This is an optimization exercise on Yosys and OpenROAD, whose aim is small area and a short achievable clock period, not a production implementation.
In this exercise RTL edits were held to simulation tests only and were not proved equivalent to the original.

### design/flow/config.mk
export PLATFORM = sky130hd
export DESIGN_NAME = mdio_engine
export DESIGN_NICKNAME = mdio_engine
export VERILOG_FILES = /design/flow/design.v
export SDC_FILE = /design/flow/constraint.sdc
export NUM_CORES = 4
export LEC_CHECK = 0
export CAP_MARGIN = 20
export CORE_MARGIN = 2
export CORE_UTILIZATION = 40
export PLACE_DENSITY = 0.6
export SLEW_MARGIN = 20
### design/flow/constraint.sdc
create_clock -name core_clock -period 20.0 [get_ports {clk}]
set_input_delay 4.0000 -clock core_clock [delete_from_list [all_inputs] [get_ports {clk}]]
set_output_delay 4.0000 -clock core_clock [all_outputs]
set_load 0.01 [all_outputs]
### design/flow/design.v
module mdio_engine #(
    parameter [15:0] RETRY_MAX = 16'hFFFF
) (
    input  wire        clk,
    input  wire        rst,           
    input  wire        req_valid,
    input  wire        req_write,     
    input  wire [4:0]  req_phy,
    input  wire [4:0]  req_reg,
    input  wire [15:0] req_wdata,
    input  wire [31:0] tick_freq,     
    input  wire [31:0] now,           
    input  wire        mdio_i,
    output reg         mdc,
    output reg         mdio_o,
    output reg         mdio_oe,
    output reg         resp_valid,
    output reg  [1:0]  resp_status,
    output reg  [15:0] resp_rdata,
    output reg         rej_valid
);
    localparam [1:0] FSM_IDLE     = 2'd0;
    localparam [1:0] FSM_PREAMBLE = 2'd1;
    localparam [1:0] FSM_FRAME    = 2'd2;
    localparam [1:0] ST_OK      = 2'd0;
    localparam [1:0] ST_TIMEOUT = 2'd1;
    localparam PH_LOW  = 1'b0;
    localparam PH_HIGH = 1'b1;
    localparam [1:0] ST_BITS  = 2'b01;
    localparam [1:0] OP_READ  = 2'b10;
    localparam [1:0] OP_WRITE = 2'b01;
    localparam [1:0] TA_WRITE = 2'b10;
    reg  [1:0]  fsm;
    reg  [4:0]  cell_idx;
    reg         phase;
    reg         start;         
    reg         op_write;
    reg  [31:0] frame;
    reg  [15:0] rxshift;
    reg  [9:0]  half_ticks;
    reg  [31:0] t0;
    reg  [15:0] retry;
    wire lock = (fsm != FSM_IDLE);
    wire [32:0] ht_num  = {1'b0, tick_freq} + 33'd4999999;
    wire [32:0] ht_quo  = ht_num / 33'd5000000;
    wire [9:0]  ht_next = (ht_quo == 33'd0) ? 10'd1 : ht_quo[9:0];
    wire [31:0] frame_next = req_write ?
        {ST_BITS, OP_WRITE, req_phy, req_reg, TA_WRITE, req_wdata} :
        {ST_BITS, OP_READ,  req_phy, req_reg, 2'b00,    16'h0000};
    wire        frame_bit  = frame[5'd31 - cell_idx];
    reg         cell_oe;
    reg         cell_o;
    reg         cell_sample;
    always @(*) begin
        cell_oe     = 1'b1;
        cell_o      = 1'b1;
        cell_sample = 1'b0;
        if (fsm == FSM_FRAME) begin
            cell_o = frame_bit;
            if (!op_write && cell_idx >= 5'd14) begin
                cell_oe     = 1'b0;
                cell_sample = (cell_idx >= 5'd16);
            end
        end
    end
    wire [31:0] elapsed   = now - t0;
    wire        half_done = (elapsed >= {22'd0, half_ticks});
    wire        last_cell = (cell_idx == 5'd31);
    always @(posedge clk) begin
        if (rst) begin
            fsm        <= FSM_IDLE;
            mdc        <= 1'b0;
            mdio_oe    <= 1'b0;
            resp_valid <= 1'b0;
            rej_valid  <= 1'b0;
        end else begin
            resp_valid <= 1'b0;
            rej_valid  <= req_valid && lock;
            if (!lock) begin
                if (req_valid) begin
                    op_write   <= req_write;
                    frame      <= frame_next;
                    rxshift    <= 16'h0000;
                    half_ticks <= ht_next;
                    fsm        <= FSM_PREAMBLE;
                    cell_idx       <= 5'd0;
                    phase      <= PH_LOW;
                    start      <= 1'b1;
                end
            end else if (start) begin
                if (phase == PH_LOW) begin
                    mdio_oe <= cell_oe;
                    if (cell_oe)
                        mdio_o <= cell_o;
                end
                t0    <= now;
                retry <= RETRY_MAX;
                start <= 1'b0;
            end else if (half_done) begin
                start <= 1'b1;
                if (phase == PH_LOW) begin
                    if (cell_sample)
                        rxshift <= {rxshift[14:0], mdio_i};
                    mdc   <= 1'b1;
                    phase <= PH_HIGH;
                end else begin
                    mdc   <= 1'b0;
                    phase <= PH_LOW;
                    if (!last_cell) begin
                        cell_idx <= cell_idx + 5'd1;
                    end else if (fsm == FSM_PREAMBLE) begin
                        fsm  <= FSM_FRAME;
                        cell_idx <= 5'd0;
                    end else begin
                        mdio_oe     <= 1'b0;
                        if (!op_write)
                            resp_rdata <= rxshift;
                        fsm         <= FSM_IDLE;
                        resp_valid  <= 1'b1;
                        resp_status <= ST_OK;
                    end
                end
            end else if (retry == 16'd1) begin
                mdc         <= 1'b0;
                mdio_oe     <= 1'b0;
                fsm         <= FSM_IDLE;
                resp_valid  <= 1'b1;
                resp_status <= ST_TIMEOUT;
            end else begin
                retry <= retry - 16'd1;
            end
        end
    end
endmodule
### design/flow/run.sh
#!/bin/bash
# synth_recipe.tcl (not shown) runs the flow's synth.tcl, then flattens the netlist and writes it again
# the make line also repeats each setting of config.mk as NAME=value (left out here)
make -C /OpenROAD-flow-scripts/flow DESIGN_CONFIG=/design/flow/config.mk WORK_HOME=/design/flow/orfs CLKGATE_MAP_FILE= SYNTH_SCRIPT=/design/flow/synth_recipe.tcl finish
==> run notes <==
die width=206 um; max_cap viols=0; relative slew slack=33.5%; Final GP Congestion=0.930; first-pass GRT wire length=81.6 mm; DRT Wirelength=51.0 mm; crit share post-route=95.7%; leading area contributor after synthesis=edfxtp_1; top cell type's share of synthesized area=23.3%; capture point of the worst reg-to-reg path=rxshift[14]; Final Max Slew Viols=0; I/O pin cnt=118; FF-to-FF setup slack=12.16 ns; multi-input logic area=11,800 um2; HP Start=rxshift[15]; Rows=74; largest net degree at the start of global routing=33; Max Buffers Root-to-Sink=2; Synth Instances=2,051; Residual DRC=0; Critical R2R Launch=t0[1]; Sink Count=133; max incr delay on CP=0.72 ns; vias in the first global route=15,600; Critical Path AT=19.30 ns; Syn-to-layout area delta=16.2%; Crit path top cell by count=buf_4; Worst Hold Endpoint=resp_rdata[15]; Sequential Area=3930 um2; commonest non-fill, non-tap cells in the layout=nor2_1 (191), nand2_1 (151), a21oi_1 (137); worst skew pair latency=0.43 ns; largest fanout on the critical path=25; dpl ws=-0.369 ns; DR pass1 iterations=8; cts bufs inserted=17; final setup margin=0.869 ns; hold path depth=0; ys async rst share=0%; post-layout util=46.8%; Detailed Place HPWL=39.8 mm; CP Capture Type=register; Min-Delay Path Class=reg2reg; Yosys reg bits=133; status=no timing/DRC/antenna violations; Via-to-Cell Ratio=6.14; CTS tree=built; Tot GR Track Use=23.5%; Syn Nets=2,195; Starting Density=40.3%; WP data required=20.17 ns; fmax=52.3 MHz; ANT nets after route=0; H-tree levels=4; Slew @ Worst Pin=0.995 ns; commonest non-fill, non-tap cell in the layout=nor2_1; Fillers=3,976; largest cells by area after synthesis=edfxtp_1 (23%), xnor2_1 (5.9%), nor2_1 (4.4%); Post-synth EDFFs=127; CP max stage cell=or4_1; Final Skew=0.00886 ns; Die H=206 um; register area share after synthesis=24.0%; share of layout cells above drive strength 1=11.1%; initial antenna violation count=1; vias=16,600; kind of critical path=in2reg; Reg2Reg Depth=44; Yosys cell types=133; drt wl/cell=18.8 um; core area=40,600 um2; Synth Flop Type=edfxtp_1; synth warn=1; Worst setup SP type=input port; Post-Syn Area=16,400 um2; PortBufs=116; number of failing hold endpoints at the final stage=0; global route overflow=0; DIE AREA=42,600 um2; final setup fails=0; unrepaired setup endpoints after global routing=false; syn_area_per_cell=7.99 um2; clock root buffer master=clkbuf_16; nets@finish=2,309; Worst-path clk slew=0.06 ns; Iter 0 DRT Violations=1,372; Final min period=19.13 ns
## area by class of cell
class	count	area share [%]
Clock buffer	18	2.31
Sequential cell	133	20.7
Clock inverter	14	0.723
Inverter	100	1.98
Tap cell	532	3.50
Antenna cell	2	0.0263
Multi-Input combinational cell	1722	61.8
Timing Repair Buffer	191	9.06
## registers in the layout (all words and copies together) (netlist names)
| name | flops |
|---|---|
| cell_idx | 5 |
| retry | 16 |
| rej_valid | 1 |
| t0 | 32 |
| resp_rdata | 16 |
| resp_status | 1 |
| resp_valid | 1 |
| rxshift | 16 |
| fsm | 2 |
| mdio_o | 1 |
| frame | 28 |
| mdc | 1 |
| mdio_oe | 1 |
| start | 1 |
| phase | 1 |
| half_ticks | 10 |
## how the worst max path moves through the flow
stage                  from             to  slack, ns  depth (start not counted)
2_1_floorplan  tick_freq[3]  half_ticks[0]       3.18                         54
3_3_place_gp   tick_freq[0]  half_ticks[0]       0.19                         54
3_5_place_dp   tick_freq[0]  half_ticks[0]      -0.37                         55
4_1_cts        tick_freq[0]  half_ticks[0]       0.06                         55
5_1_grt        tick_freq[0]  half_ticks[0]       0.03                         57
6_report       tick_freq[3]  half_ticks[0]       0.87                         54
## timing repair
| action | 4_1_cts | 5_1_grt |
|---|---|---|
| endpoints found under the setup margin | 0 | 2 |
| hold buffers | 0 | 0 |
| gates resized for setup | 0 | 17 |
| setup buffers | 0 | 11 |
## synth_stat cells, types with 20 or more instances
master      n
nand2b_1   32
xor2_1     36
nor2_1    193
a211oi_1   35
nand2_1   151
o211ai_1   38
o22ai_1    25
buf_2      20
nand4_1    26
clkbuf_1   53
nor3_1     78
nor4_1     32
a21oi_1   137
and3_1     27
inv_1      92
a31oi_1    32
nand3_1    71
edfxtp_1  127
a21o_1     23
o21ai_1    23
and2_1     58
o21ai_0    95
xnor2_1   111
o21a_1     26
ha_1       48
## cell families after synthesis
family / after synthesis / share of synthesized area [%]
other: 1 / 0.0229
flip-flops: 133 / 24.0
adder cells (fa/ha/maj): 50 / 3.85
multiplexers: 40 / 3.16
AND/OR/NAND/NOR: 797 / 25.2
buffers and inverters: 196 / 4.93
XOR/XNOR: 149 / 8.06
AO/OA/AOI/OAI: 685 / 30.8
## critical path, delay by kind of cell
| kind | cells | cell delay [ns] |
|---|---|---|
| buffers and inverters | 8 | 2.00 |
| muxes | 1 | 0.35 |
| AOI/OAI and AO/OA | 35 | 8.76 |
| and+or+nand+nor | 10 | 4.14 |
## per-layer routing
metal  wire, um  GRT usage [%]
met1      23800           32.6
met5          0              0
met2      22900           37.6
met3       2930           2.84
met4       1350           7.86
## metrics by stage
stage	TNS (ns)	area [um2]	cells	hold WS, ns
after global placement	0	18300	2667	0.402
after CTS	0	18900	2699	0.421
after floorplan	0	16400	2051	0.400
after detailed placement	-0.369	18300	2667	0.406
after global routing	0	19000	2711	0.428
final	0	19000	2712	0.419

==> port drivers added, routing unchanged <==
No port has a modelled driver above. Below, the same layout with a new extraction and two added sets of constraints.
Step 1 assumes that a clkbuf_16 drives the clock port and a buf_2 every other input.
Step 2 moves the port delays by t, midway between the first and last clock arrival at a register: inputs arrive t later, outputs are due t later. That takes back most of the time a late clock gives input paths.
a / b / c = no drivers / after step 1 / after step 2; a / b = the first two.
t, ns: 0.467
setup slack, ns: 0.869 / 0.856 / 0.389
worst setup path at the end: input to register
clock arrival spread, ns: 0.010 / 0.010
After both steps this run still meets setup and hold. For this run, drivers alone change the setup slack by -0.013 ns; drivers and shift together by -0.480 ns.
